This design comes from an exercise in tuning for a short achievable clock period and few clock cycles on the open sky130 flow, not from production work.
Only simulation tests tie the RTL to the original design; equivalence was not proved.
No activity file was given, so power comes from the tool's default toggle rates.

==> flow/design.v <==
module dio_core (
    input             clk,
    input             rst,
    input             cmd_valid,
    output            cmd_ready,
    input      [63:0] cmd_data,
    output            rsp_valid,
    output     [31:0] rsp_result,
    output            rsp_err,
    input      [31:0] pad_in,
    output     [31:0] pad_out,
    output     [31:0] pad_oe,
    output            ie
);
    localparam [7:0] OP_NOP      = 8'h00, OP_STATRD   = 8'h01, OP_IESET    = 8'h02,
                     OP_IECLR    = 8'h03, OP_REGRD    = 8'h04, OP_REGWR    = 8'h05,
                     OP_PBIND    = 8'h10, OP_PENOUT   = 8'h11, OP_PENIN    = 8'h12,
                     OP_PREAD    = 8'h13, OP_PWRITE   = 8'h14,
                     OP_BINDIN   = 8'h20, OP_BINDOUT  = 8'h21, OP_PINRD    = 8'h22,
                     OP_PINWR    = 8'h23, OP_PINTGL   = 8'h24, OP_PINPLS   = 8'h25,
                     OP_SCFG     = 8'h30, OP_SIN      = 8'h31, OP_SOUT     = 8'h32,
                     OP_CCFG     = 8'h40, OP_CWRITE   = 8'h41, OP_CEN      = 8'h42,
                     OP_CDIS     = 8'h43;
    localparam PW = 8;
    reg [31:0] out_r, dir_r;
    reg        ie_r, ill_r, cfgerr_r, operr_r;
    reg        ie_o;
    reg [7:0]  ph_v, ph_dirn, ph_full;
    reg [15:0] ph_port;
    reg [23:0] ph_start;
    reg [63:0] ph_mask;
    reg [7:0]  pn_v, pn_out;
    reg [63:0] pn_d;
    reg [7:0]  sh_v, sh_mode, sh_ord;
    reg [47:0] sh_n;
    reg [63:0] sh_dp, sh_cp;
    reg [7:0]  ch_v, ch_ord;
    reg [47:0] ch_n;
    reg [63:0] ch_dp, ch_cp;
    reg [23:0] ch_li, ch_oi;
    reg        rdy_r, rsp_r, err_r, dec_r;
    reg [63:0] cmd;
    reg [31:0] res_r;
    localparam integer P_G1 = 0, P_G2 = 1, P_D = 2, P_C1 = 3, P_C0 = 4, P_L1 = 5, P_L0 = 6, P_W = 7;
    reg [7:0]  ph;                      
    reg        cm_r;                    
    reg        dc_same;                 
    reg        e_si, e_cw;
    reg [31:0] cMo, cMd;                
    reg        cE, cL;                  
    reg [31:0] nM;                      
    reg        nE, nL;                  
    reg [PW-1:0] dD, dC, dL;            
    reg [31:0] sval, pos;
    reg        lastb, e_ord;
    reg [5:0]  cnt;
    reg        w_ph, w_pn, w_sh, w_ch;
    reg [2:0]  w_u;
    reg        w_dirn, w_out, w_mode, w_ord;
    reg [1:0]  w_port;
    reg [2:0]  w_start;
    reg        w_full;
    reg [7:0]  w_mask;
    reg [5:0]  w_n;
    reg [PW-1:0] w_d0, w_d1;
    reg [2:0]  w_i2, w_i3;
    assign pad_out    = out_r;
    assign pad_oe     = dir_r;
    assign ie         = ie_o;
    assign cmd_ready  = rdy_r;
    assign rsp_valid  = rsp_r;
    assign rsp_result = res_r;
    assign rsp_err    = err_r;
    wire [31:0] padv = (out_r & dir_r) | (pad_in & ~dir_r);
    function [31:0] onehot(input [4:0] k);
        onehot = 32'd1 << k;
    endfunction
    function [31:0] pmask(input [PW-1:0] d);
        pmask = d[7] ? 32'd0 : (32'd1 << d[4:0]);
    endfunction
    function [2:0] sel3(input [23:0] v, input [2:0] i);
        integer j;
        begin
            sel3 = 3'd0;
            for (j = 0; j < 8; j = j + 1)
                sel3 = sel3 | ({3{i == j}} & v[j*3 +: 3]);
        end
    endfunction
    function [5:0] sel6(input [47:0] v, input [2:0] i);
        integer j;
        begin
            sel6 = 6'd0;
            for (j = 0; j < 8; j = j + 1)
                sel6 = sel6 | ({6{i == j}} & v[j*6 +: 6]);
        end
    endfunction
    wire [7:0]  i_opc  = cmd_data[63:56];
    wire [7:0]  i_unit = cmd_data[55:48];
    wire [15:0] i_aux  = cmd_data[47:32];
    wire [31:0] i_data = cmd_data[31:0];
    wire [2:0]  in_u = i_unit[2:0];
    wire [2:0]  in_a = i_aux[2:0];
    wire [2:0]  in_b = i_aux[10:8];
    wire [2:0]  in_c = i_data[2:0];
    wire        i_uok = (i_unit < 8'd8);
    reg i_legal;
    always @(*) begin
        case (i_opc)
            OP_NOP, OP_STATRD, OP_IESET, OP_IECLR: i_legal = (cmd_data[55:0] == 56'd0);
            OP_REGRD:  i_legal = (cmd_data[55:42] == 14'd0) && (i_data == 32'd0);
            OP_REGWR:  i_legal = (cmd_data[55:42] == 14'd0);
            OP_PBIND:  i_legal = (i_aux[15:9] == 7'd0) && (i_data[31:14] == 18'd0) && (i_data[7:6] == 2'd0);
            OP_PENOUT, OP_PENIN, OP_PREAD, OP_PINRD, OP_PINTGL, OP_SIN, OP_CEN, OP_CDIS:
                       i_legal = (i_aux == 16'd0) && (i_data == 32'd0);
            OP_PWRITE, OP_SOUT, OP_CWRITE:
                       i_legal = (i_aux == 16'd0);
            OP_PINWR, OP_PINPLS:
                       i_legal = (i_aux == 16'd0) && (i_data[31:1] == 31'd0);
            OP_BINDIN: i_legal = (i_data[31:1] == 31'd0);
            OP_BINDOUT: i_legal = (i_data[31:3] == 29'd0);
            OP_SCFG:   i_legal = (i_data[31:10] == 22'd0) && (i_data[7:6] == 2'd0);
            OP_CCFG:   i_legal = (i_data[31:9] == 23'd0);
            default:   i_legal = 1'b0;
        endcase
    end
    wire [1:0] i_rsel   = i_aux[9:8];
    wire       i_nopin  = (i_aux == 16'hFFFF);
    wire       i_pin_ok = i_nopin || ((i_aux[15:8] < 8'd4) && (i_aux[7:0] < 8'd8));
    reg i_chk;
    always @(*) begin
        case (i_opc)
            OP_REGRD:  i_chk = (i_aux[7:0] < 8'd4) && (i_rsel != 2'd3);
            OP_REGWR:  i_chk = (i_aux[7:0] < 8'd4) && (i_rsel == 2'd1 || i_rsel == 2'd2);
            OP_PBIND:  i_chk = i_uok && !ph_v[in_u] && (i_aux[7:0] < 8'd4) && (i_data[13:8] != 6'd0)
                               && ({1'b0, i_data[5:0]} + {1'b0, i_data[13:8]} <= 7'd8);
            OP_PENOUT, OP_PENIN, OP_PREAD:
                       i_chk = i_uok && ph_v[in_u];
            OP_PWRITE: i_chk = i_uok && ph_v[in_u] && ph_dirn[in_u];
            OP_BINDIN, OP_BINDOUT:
                       i_chk = i_uok && !pn_v[in_u] && i_pin_ok;
            OP_PINRD:  i_chk = i_uok && pn_v[in_u];
            OP_PINWR, OP_PINTGL, OP_PINPLS:
                       i_chk = i_uok && pn_v[in_u] && pn_out[in_u];
            OP_SCFG:   i_chk = i_uok && !sh_v[in_u]
                               && (i_aux[7:0] < 8'd8) && pn_v[in_a] && (pn_out[in_a] == i_data[9])
                               && (i_aux[15:8] < 8'd8) && pn_v[in_b] && pn_out[in_b]
                               && (i_data[5:0] != 6'd0) && (i_data[5:0] <= 6'd32);
            OP_SIN:    i_chk = i_uok && sh_v[in_u] && !sh_mode[in_u];
            OP_SOUT:   i_chk = i_uok && sh_v[in_u] && sh_mode[in_u];
            OP_CCFG:   i_chk = i_uok && !ch_v[in_u]
                               && (i_aux[7:0] < 8'd8) && sh_v[in_a] && sh_mode[in_a]
                               && (i_aux[15:8] < 8'd8) && pn_v[in_b] && pn_out[in_b]
                               && (i_data[7:0] < 8'd8) && pn_v[in_c] && pn_out[in_c];
            OP_CWRITE, OP_CEN, OP_CDIS:
                       i_chk = i_uok && ch_v[in_u];
            default:   i_chk = 1'b1;
        endcase
    end
    reg        o_statrd, o_ieset, o_ieclr, o_regrd, o_regwr, o_pbind, o_penout, o_penin,
               o_pread, o_pwrite, o_bindin, o_bindout, o_pinrd, o_pinwr, o_pintgl, o_pinpls,
               o_scfg, o_sin, o_sout, o_ccfg, o_cwrite, o_cen, o_cdis;
    reg        legal_r, ok_r, cfg_r, run_r, two_r;
    reg [7:0]  ph2_r;
    wire       i_cfg = (i_opc == OP_PBIND) || (i_opc == OP_BINDIN) || (i_opc == OP_BINDOUT) ||
                       (i_opc == OP_SCFG) || (i_opc == OP_CCFG);
    reg        i_run, i_two;
    wire       i_ok   = i_legal && i_chk;
    wire       i_fast = !i_ok || (i_opc == OP_NOP) || (i_opc == OP_STATRD) || (i_opc == OP_IESET) ||
                        (i_opc == OP_IECLR) || (i_opc == OP_SCFG);
    reg [7:0]  i_ph2;
    always @(*) begin
        i_run = 1'b1; i_two = 1'b0; i_ph2 = 8'd1 << P_G2;
        case (i_opc)
            OP_REGWR, OP_PBIND, OP_PENOUT, OP_PENIN, OP_PWRITE, OP_BINDIN,
            OP_PINWR, OP_PINTGL, OP_CCFG, OP_CEN, OP_CDIS: ;
            OP_BINDOUT, OP_PINPLS: i_two = 1'b1;
            OP_SOUT, OP_CWRITE: begin i_two = 1'b1; i_ph2 = 8'd1 << P_C1; end
            OP_SIN:             begin i_two = 1'b1; i_ph2 = 8'd1 << P_C0; end
            default: i_run = 1'b0;
        endcase
    end
    reg           u_pn_out;
    reg [PW-1:0]  u_pn_d;
    reg           u_ph_dirn;
    reg [1:0]     u_ph_port;
    reg [2:0]     u_ph_start;
    reg           u_ph_full;
    reg [7:0]     u_ph_mask;
    reg [31:0]    u_ph_pm;
    reg [PW-1:0]  c_pn_d;
    reg [PW-1:0]  a_pn_d, b_pn_d;
    reg           a_sh_ord;
    reg [5:0]     a_sh_n;
    reg [PW-1:0]  a_sh_dp, a_sh_cp;
    reg [PW-1:0]  u_ch_lp, u_ch_op;
    reg [PW-1:0]  us_dp, us_cp, uc_dp, uc_cp;
    reg [5:0]     us_n, uc_n;
    reg           us_ord, uc_ord;
    reg [31:0]    us_pos, uc_pos;
    wire [255:0]  sh_pos_all, ch_pos_all;
    genvar k;
    generate
        for (k = 0; k < 8; k = k + 1) begin : slot
            wire [4:0] sn1 = sh_n[k*6 +: 5] - 5'd1;
            wire [4:0] cn1 = ch_n[k*6 +: 5] - 5'd1;
            assign sh_pos_all[k*32 +: 32] = sh_ord[k] ? onehot(sn1) : 32'd1;
            assign ch_pos_all[k*32 +: 32] = ch_ord[k] ? onehot(cn1) : 32'd1;
        end
    endgenerate
    wire [2:0]    in_li  = sel3(ch_li, in_u);
    wire [2:0]    in_oi  = sel3(ch_oi, in_u);
    wire [255:0]  ph_pm_all;
    generate
        for (k = 0; k < 8; k = k + 1) begin : pslot
            assign ph_pm_all[k*32 +: 32] = {24'd0, ph_mask[k*8 +: 8]} << {ph_port[k*2 +: 2], 3'd0};
        end
    endgenerate
    wire [15:0] aux  = cmd[47:32];
    wire [31:0] data = cmd[31:0];
    wire [2:0]  u    = cmd[50:48];
    wire [1:0]  reg_sel = aux[9:8];
    wire        pin_nopin = (aux == 16'hFFFF);
    wire [31:0]   u_pn_m  = pmask(u_pn_d);
    wire          u_pn_rd = ~u_pn_d[7] & (u_pn_out ? ((|(out_r & u_pn_m)) ^ u_pn_d[6]) : (|(padv & u_pn_m)));
    wire [31:0]   u_ph_src = (u_ph_dirn ? out_r : padv) >> {u_ph_port, 3'd0};
    wire [7:0]    u_ph_rd = (u_ph_src[7:0] & u_ph_mask) >> u_ph_start;
    wire [7:0]    u_ph_w8 = data[7:0] << u_ph_start;
    wire [31:0]   u_ph_wv = {4{u_ph_w8}};
    wire [31:0]   c_pn_m  = pmask(c_pn_d);
    wire [PW-1:0] s_dp    = o_cwrite ? uc_dp : us_dp;
    wire [PW-1:0] s_cp    = o_cwrite ? uc_cp : us_cp;
    wire [5:0]    s_n     = o_cwrite ? uc_n : us_n;
    wire          s_ord   = o_cwrite ? uc_ord : us_ord;
    wire [31:0]   s_pos   = o_cwrite ? uc_pos : us_pos;
    wire [31:0]   s_dm    = pmask(s_dp);
    wire [31:0]   s_cm    = pmask(s_cp);
    wire          b0s     = |(data & us_pos);
    wire          b0c     = |(data & uc_pos);
    wire [31:0]   us_dm   = pmask(us_dp);
    wire [31:0]   uc_dm   = pmask(uc_dp);
    wire [31:0]   us_cm   = pmask(us_cp);
    wire [31:0]   uc_cm   = pmask(uc_cp);
    wire [31:0]   u_ch_om = pmask(u_ch_op);
    wire [7:0]  bind_mask = ((8'd1 << data[13:8]) - 8'd1) << data[2:0];
    wire [31:0] bind_pm   = {24'd0, bind_mask} << {aux[1:0], 3'd0};
    wire [PW-1:0] bind_d  = {pin_nopin, o_bindout && data[2], o_bindout && data[1], aux[9:8], aux[2:0]};
    wire [31:0] bind_m    = pin_nopin ? 32'd0 : onehot({aux[9:8], aux[2:0]});
    wire [31:0] byte_m    = 32'hFF << {aux[1:0], 3'd0};
    wire [31:0] reg_src = (reg_sel == 2'd0) ? padv : (reg_sel == 2'd1) ? out_r : dir_r;
    wire [31:0] reg_sh  = reg_src >> {aux[1:0], 3'd0};
    wire [7:0]  reg_rd  = reg_sh[7:0];
    wire        o_pinv  = o_pinwr | o_pinpls;
    wire        o_shout = o_sout | o_cwrite;
    wire [31:0] f_cMo = ({32{o_regwr & (reg_sel != 2'd2)}} & byte_m)
                      | ({32{o_pwrite}} & u_ph_pm)
                      | ({32{o_bindout}} & bind_m)
                      | ({32{o_pinv | o_pintgl}} & u_pn_m)
                      | ({32{o_ccfg}} & c_pn_m)
                      | ({32{o_cen | o_cdis}} & u_ch_om)
                      | ({32{o_sout}} & us_dm)
                      | ({32{o_cwrite}} & uc_dm)
                      | ({32{o_sin}} & us_cm);
    wire [31:0] f_cMd = ({32{o_regwr & (reg_sel == 2'd2)}} & byte_m)
                      | ({32{o_pbind}} & bind_pm)
                      | ({32{o_penout | o_penin}} & u_ph_pm)
                      | ({32{o_bindin}} & bind_m);
    wire [31:0] f_cV  = ({32{o_regwr}} & {4{data[7:0]}})
                      | ({32{(o_pbind & aux[8]) | o_penout}})
                      | ({32{o_pwrite}} & u_ph_wv)
                      | ({32{o_bindout & (data[0] ^ data[2])}})
                      | ({32{o_pinv & (data[0] ^ u_pn_d[6])}})
                      | ({32{o_pintgl}} & ~out_r)
                      | ({32{o_ccfg & (data[8] ^ c_pn_d[6])}})
                      | ({32{(o_cen & ~u_ch_op[6]) | (o_cdis & u_ch_op[6])}})
                      | ({32{(o_sout & (b0s ^ us_dp[6])) | (o_cwrite & (b0c ^ uc_dp[6]))}})
                      | ({32{o_sin & ~us_cp[6]}});
    wire        f_cL  = ((o_pbind | o_penout | o_penin | o_pwrite) & !((o_pbind) ? (data[13:8] == 6'd8) : u_ph_full))
                      | (o_bindout & data[1])
                      | ((o_pinv | o_pintgl) & u_pn_d[5])
                      | (o_ccfg & c_pn_d[5])
                      | ((o_cen | o_cdis) & u_ch_op[5])
                      | (o_sout & us_dp[5]) | (o_cwrite & uc_dp[5])
                      | (o_sin & us_cp[5]);
    wire [31:0] f_c2Mo = ({32{o_pinpls}} & u_pn_m) | ({32{o_sout | o_sin}} & us_cm) | ({32{o_cwrite}} & uc_cm);
    wire [31:0] f_c2Md = {32{o_bindout}} & bind_m;
    wire        f_c2E  = o_bindout | (o_pinpls & (~data[0] ^ u_pn_d[6])) | (o_sout & ~us_cp[6]) | (o_cwrite & ~uc_cp[6]) | (o_sin & us_cp[6]);
    wire        f_c2L  = (o_pinpls & u_pn_d[5]) | ((o_sout | o_sin) & us_cp[5]) | (o_cwrite & uc_cp[5]);
    wire        b_run = ok_r & run_r;
    wire [31:0] bMo   = b_run ? f_cMo : 32'd0;
    wire [31:0] bMd   = b_run ? f_cMd : 32'd0;
    wire [31:0] out_b = (out_r & ~bMo) | (f_cV & bMo);
    wire [31:0] dir_b = (dir_r & ~bMd) | (f_cV & bMd);
    wire [31:0] mD  = pmask(dD);
    wire [31:0] mC  = pmask(dC);
    wire [31:0] mL  = pmask(dL);
    wire        iD = dD[6], yD = dD[5], iC = dC[6], yC = dC[5], iL = dL[6], yL = dL[5];
    wire [31:0] cV  = {32{cE}};
    wire [31:0] nV  = {32{nE}};
    wire        c_chg = |(((out_r ^ cV) & cMo) | ((dir_r ^ cV) & cMd));
    wire        n_chg = |((out_r ^ nV) & nM);
    wire        merge = cm_r;
    wire [31:0] out_c = (out_r & ~cMo) | (cV & cMo);
    wire [31:0] dir_c = (dir_r & ~cMd) | (cV & cMd);
    wire [31:0] out_e = (out_c & ~({32{merge}} & nM)) | ({32{merge}} & nM & nV);
    wire        a_chg  = merge ? n_chg : c_chg;
    wire        a_lock = merge ? nL : cL;
    wire        samp   = |(mD & padv);
    wire        a_end  = ph[P_G2] | ph[P_L0] | (ph[P_C0] & lastb & ~e_cw);
    wire [31:0] pos_nx = e_ord ? (pos >> 1) : (pos << 1);
    wire        d_nx   = |(sval & pos_nx);
    wire        nx_C  = ph[P_D] | ph[P_C1] | (ph[P_C0] & ~lastb & e_si);
    wire        nx_D  = ph[P_C0] & ~lastb & ~e_si;
    wire        nx_L  = (ph[P_C0] & lastb & e_cw) | ph[P_L1];
    wire        to_C1 = (ph[P_D] & ~merge) | (ph[P_C0] & ~lastb & e_si);
    wire        to_C0 = ph[P_C1] | (ph[P_D] & merge);
    wire        to_L1 = ph[P_C0] & lastb & e_cw;
    wire        to_L0 = ph[P_L1];
    integer j;
    always @(posedge clk) begin
        rsp_r <= 1'b0;
        w_ph <= 1'b0; w_pn <= 1'b0; w_sh <= 1'b0; w_ch <= 1'b0;
        for (j = 0; j < 8; j = j + 1) begin
            if (w_ph && w_u == j) begin
                ph_v[j] <= 1'b1; ph_dirn[j] <= w_dirn; ph_full[j] <= w_full;
                ph_port[j*2 +: 2] <= w_port; ph_start[j*3 +: 3] <= w_start; ph_mask[j*8 +: 8] <= w_mask;
            end
            if (w_pn && w_u == j) begin
                pn_v[j] <= 1'b1; pn_out[j] <= w_out; pn_d[j*PW +: PW] <= w_d0;
            end
            if (w_sh && u == j) begin
                sh_v[j] <= 1'b1; sh_mode[j] <= data[9]; sh_ord[j] <= data[8]; sh_n[j*6 +: 6] <= data[5:0];
                sh_dp[j*PW +: PW] <= a_pn_d; sh_cp[j*PW +: PW] <= b_pn_d;
            end
            if (w_ch && w_u == j) begin
                ch_v[j] <= 1'b1; ch_ord[j] <= w_ord; ch_n[j*6 +: 6] <= w_n;
                ch_dp[j*PW +: PW] <= w_d0; ch_cp[j*PW +: PW] <= w_d1;
                ch_li[j*3 +: 3] <= w_i2; ch_oi[j*3 +: 3] <= w_i3;
            end
        end
        cmd  <= cmd_data;
        legal_r <= i_legal;
        ok_r    <= i_legal && i_chk;
        cfg_r   <= i_cfg;
        run_r   <= i_run;
        two_r   <= i_two;
        ph2_r   <= i_ph2;
        o_statrd <= (i_opc == OP_STATRD); o_ieset  <= (i_opc == OP_IESET);
        o_ieclr  <= (i_opc == OP_IECLR);  o_regrd  <= (i_opc == OP_REGRD);
        o_regwr  <= (i_opc == OP_REGWR);  o_pbind  <= (i_opc == OP_PBIND);
        o_penout <= (i_opc == OP_PENOUT); o_penin  <= (i_opc == OP_PENIN);
        o_pread  <= (i_opc == OP_PREAD);  o_pwrite <= (i_opc == OP_PWRITE);
        o_bindin <= (i_opc == OP_BINDIN); o_bindout <= (i_opc == OP_BINDOUT);
        o_pinrd  <= (i_opc == OP_PINRD);  o_pinwr  <= (i_opc == OP_PINWR);
        o_pintgl <= (i_opc == OP_PINTGL); o_pinpls <= (i_opc == OP_PINPLS);
        o_scfg   <= (i_opc == OP_SCFG);   o_sin    <= (i_opc == OP_SIN);
        o_sout   <= (i_opc == OP_SOUT);   o_ccfg   <= (i_opc == OP_CCFG);
        o_cwrite <= (i_opc == OP_CWRITE); o_cen    <= (i_opc == OP_CEN);
        o_cdis   <= (i_opc == OP_CDIS);
        u_pn_out <= pn_out[in_u]; u_pn_d <= pn_d[in_u*PW +: PW];
        u_ph_dirn <= ph_dirn[in_u]; u_ph_full <= ph_full[in_u];
        u_ph_mask <= ph_mask[in_u*8 +: 8]; u_ph_pm <= ph_pm_all[in_u*32 +: 32];
        u_ph_port <= ph_port[in_u*2 +: 2]; u_ph_start <= sel3(ph_start, in_u);
        a_pn_d <= pn_d[in_a*PW +: PW];
        b_pn_d <= pn_d[in_b*PW +: PW];
        c_pn_d <= pn_d[in_c*PW +: PW];
        a_sh_ord <= sh_ord[in_a]; a_sh_n <= sel6(sh_n, in_a);
        a_sh_dp <= sh_dp[in_a*PW +: PW]; a_sh_cp <= sh_cp[in_a*PW +: PW];
        us_dp <= sh_dp[in_u*PW +: PW]; uc_dp <= ch_dp[in_u*PW +: PW];
        us_cp <= sh_cp[in_u*PW +: PW]; uc_cp <= ch_cp[in_u*PW +: PW];
        us_n  <= sel6(sh_n, in_u);     uc_n  <= sel6(ch_n, in_u);
        us_ord <= sh_ord[in_u];        uc_ord <= ch_ord[in_u];
        us_pos <= sh_pos_all[in_u*32 +: 32]; uc_pos <= ch_pos_all[in_u*32 +: 32];
        u_ch_lp <= pn_d[in_li*PW +: PW]; u_ch_op <= pn_d[in_oi*PW +: PW];
        err_r <= 1'b0;
        if (ph == 8'd0) res_r <= 32'd0;
        else            res_r <= res_r | ({32{ph[P_C0] & e_si & samp}} & pos);
        ph   <= 8'd0;
        cm_r <= 1'b0;
        cMo  <= 32'd0;
        cMd  <= 32'd0;
        cE   <= 1'b0;
        cL   <= 1'b0;
        if (dec_r) begin
            out_r <= out_b;
            dir_r <= dir_b;
        end else begin
            out_r <= out_e;
            dir_r <= dir_c;
        end
        if (rst) begin
            rdy_r    <= 1'b1;
            dec_r    <= 1'b0;
            ie_r     <= 1'b0;
            ie_o     <= 1'b0;
            ill_r    <= 1'b0;
            cfgerr_r <= 1'b0;
            operr_r  <= 1'b0;
            ph_v     <= 8'd0;
            pn_v     <= 8'd0;
            sh_v     <= 8'd0;
            ch_v     <= 8'd0;
            out_r    <= 32'd0;
            dir_r    <= 32'd0;
        end else if (ph == 8'd0 && !dec_r) begin
            ie_o <= ie_r;
            if (cmd_valid && rdy_r) begin
                if (i_fast) begin
                    rsp_r <= 1'b1;
                    err_r <= !i_ok;
                    if (i_ok && i_opc == OP_STATRD)
                        res_r <= {21'd0, operr_r, cfgerr_r, ill_r, 7'd0, ie_r};
                    if (!i_legal)     ill_r <= 1'b1;
                    else if (!i_chk) begin
                        if (i_cfg) cfgerr_r <= 1'b1;
                        else       operr_r  <= 1'b1;
                    end
                    if (i_ok && i_opc == OP_IESET) begin ie_r <= 1'b1; ie_o <= 1'b1; end
                    if (i_ok && i_opc == OP_IECLR) begin ie_r <= 1'b0; ie_o <= 1'b0; end
                    w_sh <= i_ok && (i_opc == OP_SCFG);
                end else begin
                    dec_r <= 1'b1;
                    rdy_r <= 1'b0;
                end
            end
        end else if (dec_r) begin
            dec_r <= 1'b0;
            ie_o  <= (b_run & f_cL) ? 1'b0 : ie_r;
            e_si <= o_sin; e_cw <= o_cwrite;
            dD <= s_dp; dC <= s_cp; dL <= u_ch_lp;
            sval <= data; pos <= s_pos; e_ord <= s_ord;
            cnt <= s_n; lastb <= (s_n == 6'd1);
            cE   <= f_c2E;
            dc_same <= (s_dp[4:0] == s_cp[4:0]) & ~s_dp[7] & ~s_cp[7];
            cL   <= f_c2L;
            nM   <= s_cm; nE <= ~s_cp[6]; nL <= s_cp[5];
            w_u <= u; w_dirn <= aux[8]; w_full <= (data[13:8] == 6'd8); w_mask <= bind_mask;
            w_port <= aux[1:0]; w_start <= data[2:0];
            w_out <= o_bindout; w_mode <= data[9];
            w_ord <= o_ccfg ? a_sh_ord : data[8];
            w_n   <= o_ccfg ? a_sh_n : data[5:0];
            w_d0  <= o_ccfg ? a_sh_dp : o_scfg ? a_pn_d : bind_d;
            w_d1  <= o_ccfg ? a_sh_cp : b_pn_d;
            w_i2  <= aux[10:8];
            w_i3  <= data[2:0];
            res_r <= ({32{ok_r & o_statrd}} & {21'd0, operr_r, cfgerr_r, ill_r, 7'd0, ie_r})
                   | ({32{ok_r & o_regrd}}  & {24'd0, reg_rd})
                   | ({32{ok_r & o_pread}}  & {24'd0, u_ph_rd})
                   | ({32{ok_r & o_pinrd}}  & {31'd0, u_pn_rd});
            err_r <= !ok_r;
            if (!legal_r)   ill_r <= 1'b1;
            else if (!ok_r) begin
                if (cfg_r) cfgerr_r <= 1'b1;
                else       operr_r  <= 1'b1;
            end
            if (ok_r) begin
                if (o_ieset) begin ie_r <= 1'b1; ie_o <= 1'b1; end
                if (o_ieclr) begin ie_r <= 1'b0; ie_o <= 1'b0; end
                w_ph <= o_pbind;
                w_pn <= o_bindin | o_bindout;
                w_ch <= o_ccfg;
            end
            if (b_run && two_r) begin
                ph  <= ph2_r;
                cMo <= f_c2Mo; cMd <= f_c2Md;
            end else if (b_run && f_cL && ie_r) begin
                ph  <= 8'd1 << P_W;
            end else begin
                rsp_r <= 1'b1;
                rdy_r <= 1'b1;
            end
        end else if (ph[P_W]) begin
            ie_o  <= ie_r;
            rsp_r <= 1'b1;
            rdy_r <= 1'b1;
        end else begin
            ie_o <= (a_chg & a_lock) ? 1'b0 : ie_r;
            if (ph[P_C0]) begin
                pos   <= pos_nx;
                cnt   <= cnt - 6'd1;
                lastb <= (cnt == 6'd2);
            end
            cm_r <= nx_D & (dD[7] | ~((dc_same ? iC : |(out_r & mD)) ^ (d_nx ^ iD)));
            cMo  <= ({32{nx_C}} & mC) | ({32{nx_D}} & mD) | ({32{nx_L}} & mL);
            cL   <= (nx_C & yC) | (nx_D & yD) | (nx_L & yL);
            cE   <= (to_C1 & ~iC) | (to_C0 & iC) | (nx_D & (d_nx ^ iD)) | (to_L1 & ~iL) | (to_L0 & iL);
            if (a_end) begin
                cm_r <= 1'b0;
                cMo  <= 32'd0;
                if (a_chg && a_lock && ie_r) begin
                    ph[P_W] <= 1'b1;
                end else begin
                    rsp_r <= 1'b1;
                    rdy_r <= 1'b1;
                end
            end else begin
                ph[P_C1] <= to_C1;
                ph[P_C0] <= to_C0;
                ph[P_D]  <= nx_D;
                ph[P_L1] <= to_L1;
                ph[P_L0] <= to_L0;
            end
        end
    end
endmodule
==> flow/run.sh <==
#!/bin/bash
# synth_recipe.tcl (not shown) runs the flow's synth.tcl, then flattens the netlist and writes it again
# the make line also repeats each setting of config.mk as NAME=value (left out here)
make -C /OpenROAD-flow-scripts/flow DESIGN_CONFIG=/design/flow/config.mk WORK_HOME=/design/flow/orfs CLKGATE_MAP_FILE= SYNTH_SCRIPT=/design/flow/synth_recipe.tcl finish
==> flow/config.mk <==
export PLATFORM = sky130hd
export DESIGN_NAME = dio_core
export DESIGN_NICKNAME = dio_core
export VERILOG_FILES = /design/flow/design.v
export SDC_FILE = /design/flow/constraint.sdc
export NUM_CORES = 4
export LEC_CHECK = 0
export ABC_CLOCK_PERIOD_IN_PS = 3000
export CAP_MARGIN = 20
export CORE_MARGIN = 2
export CORE_UTILIZATION = 40
export SETUP_SLACK_MARGIN = 5
export SLEW_MARGIN = 20
==> flow/constraint.sdc <==
create_clock -name core_clock -period 8.0 [get_ports {clk}]
set_input_delay 1.6000 -clock core_clock [delete_from_list [all_inputs] [get_ports {clk}]]
set_output_delay 1.6000 -clock core_clock [all_outputs]
set_load 0.01 [all_outputs]
==> PnR_summary.wiki, run 1 <==
{| class="wikitable"
! Metric !! Value
|-
| Result of the run || timing/DRC/antenna clean
|-
| Post-route clock skew || 72.9 ps
|-
| IO Port Bufs || 198
|-
| Max_slew headroom || 15.2%
|-
| Maximum number of pins on one net before global-route repair || 105
|-
| Fraction of registers with async set or reset after synthesis || 0%
|-
| Overall overflow remaining after global route || 0
|-
| Hold-fix buffers, CTS || 0
|-
| RSZ-0062 raised after global routing || yes
|-
| Critical Path Sink Type || flip-flop
|-
| Worst Path Max Fanout || 3
|-
| Number of enable flip-flop cells after synthesis || 789
|-
| Required time of the critical path || 8690 ps
|-
| Number of pins exceeding their max-slew limit in the final report || 0
|-
| Post-route fraction of the period consumed by the critical path || 43.6%
|-
| Inserted Clock Buffers || 148
|-
| Count of unresolved DRC violations after routing || 0
|-
| Detail-routed net length per standard cell || 38.3 um
|-
| Total chip power || 15.8 mW
|-
| Post-synthesis area per instance || 10.7 um^2
|-
| HP Class || reg2reg
|-
| Initial core utilization || 40.3%
|-
| Number of nets with antenna violations after routing || 0
|-
| Distinct cell type count after synthesis || 99
|-
| Initial DRC Count || 10700
|-
| Sequential element share of the synthesized area || 48.7%
|-
| Final hold vios || 0
|-
| Number of global-route vias before repair || 58900
|-
| First-pass GRT wire length || 478000 um
|-
| Detailed Place HPWL || 248000 um
|-
| Source-to-sink clock delay at the later pin of the worst-skew pair || 830 ps
|-
| Number of detailed-routing iterations run before antenna repair || 12
|-
| Most frequent standard cell in the layout excluding fill and tap cells || sky130_fd_sc_hd__edfxtp_1
|-
| Chain of cells forming the critical path || buf_6 > buf_12 > ha_4 > inv_2 > fa_2 > nand2b_4 > a21boi_2 > a2bb2oi_2 > o2111ai_2 > o41ai_4 > a211oi_4 > buf_4 > a2111oi_4 > a31oi_1
|-
| Number of H-tree branching levels || 4
|-
| Master cell of the clock root buffer || sky130_fd_sc_hd__clkbuf_16
|-
| Sort of element at the start of the critical path || primary input
|-
| Post-layout nets || 6909
|-
| Gate count after technology mapping || 6536
|-
| Commonest cells after routing, fill and taps aside || 789 x sky130_fd_sc_hd__edfxtp_1, 434 x sky130_fd_sc_hd__nor2_1, 409 x sky130_fd_sc_hd__dfxtp_1
|-
| Worst setup slack for register-to-register paths || 4540 ps
|-
| Number of placement rows || 153
|-
| Average via count per standard cell || 6.98
|-
| Setup TNS after final layout || 0 ps
|-
| Weighted congestion at the end of routability-driven global placement || 1.05
|-
| Initial antenna violation count || 16
|-
| WS Path Type || in2reg
|-
| Leak pwr || 28.9 nW
|-
| Number of cells traversed by the worst register-to-register path || 11
|-
| Actual slew at the worst max-slew pin || 1260 ps
|-
| Power per standard cell area || 183 nW/um^2
|-
| Hold path start || u_ch_lp[7]
|-
| # clock sinks || 1315
|-
| Crit path DAT || 4170 ps
|-
| Number of flip-flops and latches in the synthesized netlist || 1315
|-
| Final critical-path required period || 3490 ps
|-
| Launching instance or port of the critical path || cmd_data[8]
|-
| Number of fillers in the final layout || 15500
|-
| Gr usage total || 37.8%
|-
| Die height || 423 um
|-
| Timing-limited maximum frequency || 0.287 GHz
|-
| Number of buffers between clock root and the deepest sink || 3
|-
| CP max-delay cell || sky130_fd_sc_hd__o41ai_4
|-
| Delay of the slowest cell on the worst path || 430 ps
|-
| Wirelength, routed || 354000 um
|-
| Net count after synthesis || 6647
|-
| Count of endpoints failing setup in the final report || 0
|-
| Cell area after synthesis || 70200 um^2
|-
| CTS clock-pin slew for the worst setup and hold paths || 60 ps
|-
| Area of the die || 179000 um^2
|-
| Layout cell share with drive strength beyond 1 || 27.4%
|-
| End of the worst hold path || dL[7]
|-
| Syn-to-layout area delta || 22.9%
|-
| Count of boundary I/O pins || 199
|-
| TritonCTS clock tree || done
|-
| Hold Path Cell Cnt || 0
|-
| Die W || 423 um
|-
| Area of the core region || 174000 um^2
|-
| Max-cap violations || 0
|-
| Reg2Reg Launch Point || cmd[12]
|-
| IR Drop Worst-Case VDD || 0.000211 V
|-
| Yosys warning count || 1
|-
| Main synth FF type || sky130_fd_sc_hd__edfxtp_1
|-
| Vias after detailed routing || 64600
|}
Yosys cell counts (36+ instances only):
cell type | count | area, um^2
sky130_fd_sc_hd__mux2i_1 | 247 | 2470
sky130_fd_sc_hd__nor2_1 | 496 | 1860
sky130_fd_sc_hd__a22o_1 | 52 | 455
sky130_fd_sc_hd__nor3b_1 | 55 | 413
sky130_fd_sc_hd__a211oi_1 | 73 | 548
sky130_fd_sc_hd__buf_2 | 45 | 225
sky130_fd_sc_hd__mux2_2 | 188 | 2120
sky130_fd_sc_hd__xor2_1 | 49 | 429
sky130_fd_sc_hd__nor2b_1 | 94 | 588
sky130_fd_sc_hd__nand2_1 | 436 | 1640
sky130_fd_sc_hd__buf_1 | 82 | 308
sky130_fd_sc_hd__nand3b_1 | 48 | 360
sky130_fd_sc_hd__nand4_1 | 53 | 332
sky130_fd_sc_hd__edfxtp_1 | 789 | 23700
sky130_fd_sc_hd__a311oi_1 | 36 | 315
sky130_fd_sc_hd__mux4_2 | 236 | 5320
sky130_fd_sc_hd__o21ai_0 | 355 | 1780
sky130_fd_sc_hd__nand3_1 | 164 | 821
sky130_fd_sc_hd__nor4_1 | 58 | 363
sky130_fd_sc_hd__o211ai_1 | 43 | 323
sky130_fd_sc_hd__a221oi_1 | 140 | 1230
sky130_fd_sc_hd__and3_1 | 39 | 244
sky130_fd_sc_hd__nand2b_1 | 88 | 551
sky130_fd_sc_hd__o221ai_1 | 128 | 1120
sky130_fd_sc_hd__nor3_1 | 147 | 736
sky130_fd_sc_hd__clkbuf_1 | 387 | 1450
sky130_fd_sc_hd__o22ai_1 | 189 | 1180
sky130_fd_sc_hd__a21oi_1 | 365 | 1830
sky130_fd_sc_hd__dfxtp_1 | 526 | 10500
sky130_fd_sc_hd__a22oi_1 | 144 | 1080
sky130_fd_sc_hd__a31oi_1 | 98 | 613
sky130_fd_sc_hd__inv_1 | 119 | 447
stage by stage:
stage	setup slack [ps]	hold slack (ps)	area, um^2	util (%)	std cells
2_1_floorplan	4260	386	72400	-	6536
3_3_place_gp	1260	388	75400	43.3	8678
3_5_place_dp	2590	389	75400	43.3	8680
4_1_cts	4510	403	84100	48.3	9147
5_1_grt	4450	408	86300	49.6	9252
6_report	4510	407	86300	49.6	9254
layer usage:
| metal | track usage, % | share of wire [%] | vias up |
|---|---|---|---|
| met1 | 50.1 | 38 | 32200 |
| met5 | 0.296 | 0.032 | - |
| met4 | 21.0 | 7.1 | 6 |
| li1 | - | - | 26400 |
| met2 | 55.3 | 42 | 4901 |
| met3 | 10.8 | 12 | 1037 |
critical path: cells and delay by family:
kind	cells	cell delay (ps)
AOI/OAI and AO/OA	7	1510
adders and majority gates	2	490
buffers and inverters	4	400
and+or+nand+nor	1	160
final cells by class:
class | count | area [um^2] | share of cell area [%]
repair inverters | 1 | 11.3 | 0.0130
flip-flops and latches | 1315 | 34600 | 40.0
well taps | 2325 | 2910 | 3.37
multi-input cells | 4574 | 37100 | 42.9
diodes | 4 | 10.0 | 0.0116
clock buffers | 214 | 4190 | 4.85
clock inverters | 63 | 684 | 0.793
repair buffers | 632 | 6370 | 7.37
inverters | 126 | 547 | 0.633
report_power, final:
group          switching (mW)  internal [mW]  total, mW
Clock                    2.96           3.91       6.87
Sequential              0.210           7.22       7.43
Combinational           0.904          0.561       1.47
state kept, by name, summed over array words and instances (netlist names), 48 cells and up, named ones only:
signal,cells
pn_d,64
ch_cp,64
ch_n,48
sh_dp,64
sh_cp,64
ph_mask,64
sh_n,48
cmd,51
ch_dp,64
timing repair:
action | 4_1_cts | 5_1_grt
pin swaps | 81 | 90
resized for setup | 1076 | 301
hold endpoints to repair | 0 | 0
gates cloned | 17 | 8
setup buffers | 173 | 95
endpoints found under the setup margin | 395 | 221
worst max path at each step:
stage	depth (start not counted)	slack (ps)	endpoint
global placement	9	1260	res_r[0]
global route	11	4450	flip-flop
floorplan	9	4260	cfgerr_r
CTS	11	4510	flip-flop
detailed placement	9	2590	cfgerr_r
finish	14	4510	rdy_r
cells by family after synthesis:
group	share of synthesized area, %
multiplexers	14.1
flip-flops	48.7
AO/OA/AOI/OAI	19.2
buffers and inverters	3.55
XOR/XNOR	0.948
adder cells (fa/ha/maj)	0.224
AND/OR/NAND/NOR	13.2
Testbench counts, summed over its fixed seeds: cycles 32,506.
==> inputs of run 2 (changes only) <==
--- a/flow/design.v
+++ b/flow/design.v
@@ -126,6 +126,10 @@
     wire [1:0] i_rsel   = i_aux[9:8];
     wire       i_nopin  = (i_aux == 16'hFFFF);
     wire       i_pin_ok = i_nopin || ((i_aux[15:8] < 8'd4) && (i_aux[7:0] < 8'd8));
+    wire i_chk_scfg = i_uok && !sh_v[in_u]
+                      && (i_aux[7:0] < 8'd8) && pn_v[in_a] && (pn_out[in_a] == i_data[9])
+                      && (i_aux[15:8] < 8'd8) && pn_v[in_b] && pn_out[in_b]
+                      && (i_data[5:0] != 6'd0) && (i_data[5:0] <= 6'd32);
     reg i_chk;
     always @(*) begin
         case (i_opc)
@@ -141,10 +145,7 @@
             OP_PINRD:  i_chk = i_uok && pn_v[in_u];
             OP_PINWR, OP_PINTGL, OP_PINPLS:
                        i_chk = i_uok && pn_v[in_u] && pn_out[in_u];
-            OP_SCFG:   i_chk = i_uok && !sh_v[in_u]
-                               && (i_aux[7:0] < 8'd8) && pn_v[in_a] && (pn_out[in_a] == i_data[9])
-                               && (i_aux[15:8] < 8'd8) && pn_v[in_b] && pn_out[in_b]
-                               && (i_data[5:0] != 6'd0) && (i_data[5:0] <= 6'd32);
+            OP_SCFG:   i_chk = i_chk_scfg;
             OP_SIN:    i_chk = i_uok && sh_v[in_u] && !sh_mode[in_u];
             OP_SOUT:   i_chk = i_uok && sh_v[in_u] && sh_mode[in_u];
             OP_CCFG:   i_chk = i_uok && !ch_v[in_u]
@@ -165,8 +166,23 @@
                        (i_opc == OP_SCFG) || (i_opc == OP_CCFG);
     reg        i_run, i_two;
     wire       i_ok   = i_legal && i_chk;
-    wire       i_fast = !i_ok || (i_opc == OP_NOP) || (i_opc == OP_STATRD) || (i_opc == OP_IESET) ||
+    wire       i_z56     = (cmd_data[55:0] == 56'd0);
+    wire       i_is_nop  = (i_opc == OP_NOP);
+    wire       i_is_stat = (i_opc == OP_STATRD);
+    wire       i_is_ies  = (i_opc == OP_IESET);
+    wire       i_is_iec  = (i_opc == OP_IECLR);
+    wire       i_is_scfg = (i_opc == OP_SCFG);
+    wire       i_leg_scfg = (i_data[31:10] == 22'd0) && (i_data[7:6] == 2'd0);
+    wire       i_fleg = ((i_is_nop | i_is_stat | i_is_ies | i_is_iec) & i_z56) | (i_is_scfg & i_leg_scfg);
+    wire       i_fok  = ((i_is_nop | i_is_stat | i_is_ies | i_is_iec) & i_z56) |
+                        (i_is_scfg & i_leg_scfg & i_chk_scfg);
+    wire       i_fast = (i_opc == OP_NOP) || (i_opc == OP_STATRD) || (i_opc == OP_IESET) ||
                         (i_opc == OP_IECLR) || (i_opc == OP_SCFG);
+    wire [7:0]  i_bind_mask = ((8'd1 << i_data[13:8]) - 8'd1) << i_data[2:0];
+    wire [31:0] i_bind_pm   = {24'd0, i_bind_mask} << {i_aux[1:0], 3'd0};
+    wire [31:0] i_bind_m    = i_nopin ? 32'd0 : onehot({i_aux[9:8], i_aux[2:0]});
+    reg  [7:0]  bind_mask;
+    reg  [31:0] bind_pm, bind_m;
     reg [7:0]  i_ph2;
     always @(*) begin
         i_run = 1'b1; i_two = 1'b0; i_ph2 = 8'd1 << P_G2;
@@ -241,10 +257,7 @@
     wire [31:0]   us_cm   = pmask(us_cp);
     wire [31:0]   uc_cm   = pmask(uc_cp);
     wire [31:0]   u_ch_om = pmask(u_ch_op);
-    wire [7:0]  bind_mask = ((8'd1 << data[13:8]) - 8'd1) << data[2:0];
-    wire [31:0] bind_pm   = {24'd0, bind_mask} << {aux[1:0], 3'd0};
     wire [PW-1:0] bind_d  = {pin_nopin, o_bindout && data[2], o_bindout && data[1], aux[9:8], aux[2:0]};
-    wire [31:0] bind_m    = pin_nopin ? 32'd0 : onehot({aux[9:8], aux[2:0]});
     wire [31:0] byte_m    = 32'hFF << {aux[1:0], 3'd0};
     wire [31:0] reg_src = (reg_sel == 2'd0) ? padv : (reg_sel == 2'd1) ? out_r : dir_r;
     wire [31:0] reg_sh  = reg_src >> {aux[1:0], 3'd0};
@@ -338,6 +351,9 @@
             end
         end
         cmd  <= cmd_data;
+        bind_mask <= i_bind_mask;
+        bind_pm   <= i_bind_pm;
+        bind_m    <= i_bind_m;
         legal_r <= i_legal;
         ok_r    <= i_legal && i_chk;
         cfg_r   <= i_cfg;
@@ -406,17 +422,13 @@
             if (cmd_valid && rdy_r) begin
                 if (i_fast) begin
                     rsp_r <= 1'b1;
-                    err_r <= !i_ok;
-                    if (i_ok && i_opc == OP_STATRD)
-                        res_r <= {21'd0, operr_r, cfgerr_r, ill_r, 7'd0, ie_r};
-                    if (!i_legal)     ill_r <= 1'b1;
-                    else if (!i_chk) begin
-                        if (i_cfg) cfgerr_r <= 1'b1;
-                        else       operr_r  <= 1'b1;
-                    end
-                    if (i_ok && i_opc == OP_IESET) begin ie_r <= 1'b1; ie_o <= 1'b1; end
-                    if (i_ok && i_opc == OP_IECLR) begin ie_r <= 1'b0; ie_o <= 1'b0; end
-                    w_sh <= i_ok && (i_opc == OP_SCFG);
+                    err_r <= !i_fok;
+                    res_r <= {32{i_is_stat & i_z56}} & {21'd0, operr_r, cfgerr_r, ill_r, 7'd0, ie_r};
+                    if (!i_fleg) ill_r <= 1'b1;
+                    if (i_is_scfg & i_leg_scfg & !i_chk_scfg) cfgerr_r <= 1'b1;
+                    if (i_is_ies & i_z56) begin ie_r <= 1'b1; ie_o <= 1'b1; end
+                    if (i_is_iec & i_z56) begin ie_r <= 1'b0; ie_o <= 1'b0; end
+                    w_sh <= i_is_scfg & i_leg_scfg & i_chk_scfg;
                 end else begin
                     dec_r <= 1'b1;
                     rdy_r <= 1'b0;
==> run 2 against run 1 <==
  * Sequential cell count grew 72
  * Non-clock buffer count is 110 lower
  * Power is 5.9% higher
  * Combinational power is 7% lower
  * Clock skew grew 7.1 ps
  * Final cell count up 1.1%
  * Largest power group unchanged
  * Utilization decreased by 1.5 points
  * Clock power increased by 7.7%
  * Setup slack improved by 320 ps
  * Synthesized cell count increased by 3.0%
==> PnR_summary.wiki, run 2 <==
{| class="wikitable"
! Metric !! Value
|-
| Worst path setup slack after routing || 4830 ps (+317 ps)
|-
| Fraction of registers with async set or reset after synthesis || 0% (unchanged)
|-
| Hold-fix buffers, CTS || 0 (unchanged)
|-
| Most frequent standard cell in the layout excluding fill and tap cells || sky130_fd_sc_hd__edfxtp_1
|-
| Number of nets with antenna violations after routing || 0 (unchanged)
|-
| Final critical-path required period || 3170 ps (-317 ps)
|-
| Weighted congestion at the end of routability-driven global placement || 1.04 (-0.80%)
|-
| Average via count per standard cell || 6.83 (-2.2%)
|-
| Initial core utilization || 40.2% (-0.15 points)
|-
| Net count after synthesis || 6843 (+2.9%)
|-
| Number of buffers between clock root and the deepest sink || 3 (unchanged)
|-
| Final hold vios || 0 (unchanged)
|-
| Fraction of synthesized cell area taken by the top area cell type || 33.1% (-0.60 points)
|-
| # clock sinks || 1387 (+5.5%)
|-
| Initial DRC Count || 10700 (-0.11%)
|-
| Layout cell share with drive strength beyond 1 || 23.6% (-3.8 points)
|-
| Initial antenna violation count || 29 (+13)
|-
| Area of the die || 182000 um^2 (+1.8%)
|-
| Post-route clock skew || 80.0 ps (+7.12 ps)
|-
| Largest area contributor in the synthesized netlist || sky130_fd_sc_hd__edfxtp_1
|-
| Gate count after technology mapping || 6732 (+3.0%)
|-
| Number of detailed-routing iterations run before antenna repair || 13 (+1)
|-
| Footprint of the multi-input gates || 35800 um^2 (-3.3%)
|-
| Cell area after synthesis || 71500 um^2 (+1.8%)
|-
| Power per standard cell area || 195 nW/um^2 (+6.9%)
|-
| Count of endpoints failing setup in the final report || 0 (unchanged)
|-
| Master cell of the clock root buffer || sky130_fd_sc_hd__clkbuf_16
|-
| Number of enable flip-flop cells after synthesis || 789 (unchanged)
|-
| IO Port Bufs || 198 (unchanged)
|-
| Detail-routed net length per standard cell || 36.3 um (-5.2%)
|-
| Number of flip-flops and latches in the synthesized netlist || 1387 (+5.5%)
|-
| Count of boundary I/O pins || 199 (unchanged)
|-
| Yosys warning count || 1 (unchanged)
|-
| TritonCTS clock tree || done
|-
| Worst slack at placement || 3180 ps (+596 ps)
|-
| Max-cap violations || 0 (unchanged)
|-
| WS Path Type || reg2reg
|-
| Inserted Clock Buffers || 149 (+0.68%)
|-
| Wirelength, routed || 340000 um (-4.1%)
|-
| Die height || 427 um (+0.90%)
|-
| Source-to-sink clock delay at the later pin of the worst-skew pair || 870 ps (+40 ps)
|-
| IR Drop Worst-Case VDD || 0.000215 V (+1.8%)
|-
| First-pass GRT wire length || 464000 um (-2.9%)
|-
| Distinct cell type count after synthesis || 91 (-8.1%)
|-
| Critical Path Sink Type || flip-flop
|-
| Total chip power || 16.7 mW (+5.9%)
|-
| Number of placement rows || 155 (+1.3%)
|-
| Commonest cells after routing, fill and taps aside || 789 x sky130_fd_sc_hd__edfxtp_1, 637 x sky130_fd_sc_hd__nand2_1, 477 x sky130_fd_sc_hd__dfxtp_1
|-
| Number of H-tree branching levels || 4 (unchanged)
|-
| Crit path DAT || 3860 ps (-310 ps)
|-
| Overall overflow remaining after global route || 0 (unchanged)
|-
| Leading post-synthesis cells by instance count || 789 x sky130_fd_sc_hd__edfxtp_1, 655 x sky130_fd_sc_hd__nand2_1, 598 x sky130_fd_sc_hd__dfxtp_1
|-
| Hold WS || 397 ps (-10.8 ps)
|-
| Die W || 427 um (+0.90%)
|-
| Timing-limited maximum frequency || 0.316 GHz (+10%)
|-
| Post-route fraction of the period consumed by the critical path || 39.6% (-4.0 points)
|-
| Vias after detailed routing || 63900 (-1.0%)
|-
| Number of global-route vias before repair || 58800 (-0.13%)
|-
| Setup TNS after final layout || 0 ps (unchanged)
|-
| Required time of the critical path || 8690 ps (about the same)
|-
| Actual slew at the worst max-slew pin || 1150 ps (-114 ps)
|-
| Most area-consuming cells after synthesis || sky130_fd_sc_hd__edfxtp_1 33%, sky130_fd_sc_hd__dfxtp_1 17%, sky130_fd_sc_hd__mux4_2 7.5%
|-
| Leak pwr || 28.9 nW (-0.20%)
|-
| Sequential element share of the synthesized area || 49.9% (+1.1 points)
|-
| Detailed Place HPWL || 239000 um (-3.7%)
|-
| Main synth FF type || sky130_fd_sc_hd__edfxtp_1
|-
| Result of the run || timing/DRC/antenna clean
|-
| Syn-to-layout area delta || 19.6%
|-
| Area of the core region || 178000 um^2 (+2.2%)
|-
| HP Class || reg2reg
|-
| Maximum number of pins on one net before global-route repair || 96 (-8.6%)
|-
| Worst Path Max Fanout || 43 (+40)
|-
| CTS clock-pin slew for the worst setup and hold paths || 70 ps (about the same)
|-
| Post-layout nets || 6980 (+1.0%)
|-
| Number of fillers in the final layout || 16200 (+4.4%)
|-
| RSZ-0062 raised after global routing || yes
|-
| Sequential Area || 36000 um^2 (+4.2%)
|-
| Number of pins exceeding their max-slew limit in the final report || 0 (unchanged)
|-
| Max_slew headroom || 23.2% (+8.0 points)
|-
| Gr usage total || 36.0% (-1.8 points)
|-
| Most repeated cell in the gate-level netlist after synthesis || sky130_fd_sc_hd__edfxtp_1
|-
| Sort of element at the start of the critical path || flip-flop
|-
| Post-synthesis area per instance || 10.6 um^2 (-1.1%)
|-
| Count of unresolved DRC violations after routing || 0 (unchanged)
|}
run 2: cell count changes in the layout (fill, tap and decap cells not counted), sizes merged, moves of 32 or more:
| cell | delta |
|---|---|
| nand2 | +219 |
| buf | -94 |
| mux2i | -74 |
| dfxtp | +72 |
| and3 | +54 |
| a221oi | +51 |
| o22ai | -49 |
| a21oi | -42 |
| nor2 | +39 |
| a211oi | -37 |
| a22oi | +36 |
| o211ai | +33 |
| o221ai | -32 |
run 2: per-layer routing:
layer  vias to the layer above  track usage [%]  wire [um]
li1                      26600                -          -
met5                         -                0         66
met2                      4630             54.9     149000
met1                     31700             48.0     131000
met3                       981             7.13      36700
met4                        10             20.1      23600
run 2: timing repair:
action / in CTS / in global routing
resized for setup: 992 / 226
pin swaps: 55 / 55
endpoints found under the setup margin: 572 / 315
cloned: 11 / 6
setup buffers: 121 / 40
run 2: power breakdown:
part           switching, mW  total (mW)  internal, mW
sequential             0.284        7.93          7.65
clock                   3.16        7.40          4.24
combinational          0.856        1.37         0.512
run 2: worst max-delay path: stages, from the launching register on:
cell and delay, ps:
sky130_fd_sc_hd__dfxtp_1 660, sky130_fd_sc_hd__buf_4 360, sky130_fd_sc_hd__and3_1 560, sky130_fd_sc_hd__buf_6 470, sky130_fd_sc_hd__nand2_1 380, sky130_fd_sc_hd__a2111oi_4 460
sky130_fd_sc_hd__nor3_1 90
run 2: final cells by class:
cell class                 instances  area share [%]
clock buffer                     193            4.79
multi-input combinational       4689            41.9
inverter                         119           0.588
antenna                            7          0.0205
timing repair inverter             1          0.0190
clock inverter                    87            1.34
timing repair buffer             522            5.82
sequential                      1387            42.1
tap                             2355            3.44
run 2: stage by stage:
stage	instance area, um^2	utilization [%]	std cells
floorplan	73000	-	6732
CTS	84300	47.4	9307
global placement	76400	42.9	8894
finish	85600	48.1	9360
detailed placement	76500	43.0	8895
global route	85600	48.1	9355
run 2: final timing paths:
check | cells past startpoint | to | slack, ps | start
worst max-delay path | 6 | flip-flop | 4830 | ok_r
worst min-delay path | 0 | w_mask[2] | 400 | bind_mask[2]
worst max register to register | 6 | flip-flop | 4830 | ok_r
worst min register to register | 0 | w_mask[2] | 400 | bind_mask[2]
run 2: kinds of logic (layout without fill, tap and decap cells):
| kind of cell | count (synthesis) | in the layout | synth area share (%) |
|---|---|---|---|
| buffers and inverters | 656 | 922 | 3.64 |
| XOR/XNOR | 82 | 82 | 1.00 |
| multiplexers | 575 | 575 | 12.5 |
| AND/OR/NAND/NOR | 2165 | 2165 | 14.9 |
| other | 0 | 7 | 0 |
| adder cells (fa/ha/maj) | 12 | 12 | 0.220 |
| AO/OA/AOI/OAI | 1855 | 1855 | 17.9 |
| flip-flops | 1387 | 1387 | 49.9 |
Testbench counts of run 2, summed over its fixed seeds: cycles 32,600.

[static timing again, ports no longer ideal]
The results above use ideal ports. As a check the final layouts listed here were re-extracted and re-timed, cells and wires unchanged.
Step 1, drivers: a clkbuf_16 drives clk and a buf_2 each remaining input, both assumed.
Step 2 moves the port delays by t, midway between the first and last clock arrival at a register: inputs arrive t later, outputs are due t later. That takes back most of the time a late clock gives input paths.
a / b / c = ideal ports / drivers / drivers and shift; a / b = the first two.
| run | t, ns | slack for setup (ns) | hold slack, ns | clock arrival spread, ns | worst register clock-pin slew, ns |
|---|---|---|---|---|---|
| run 1 | 0.875 | 4.515 / 4.470 / 3.595 | 0.407 / 0.407 / 0.407 | 0.073 / 0.073 | 0.07 / 0.07 |
| run 2 | 0.924 | 4.832 / 4.832 / 3.931 | 0.397 / 0.397 / 0.397 | 0.080 / 0.080 | 0.07 / 0.07 |
After both steps every run listed still meets setup and hold. The setup slack of run 1, which loses most, moves by -0.045 ns with the drivers and by -0.920 ns with both steps.
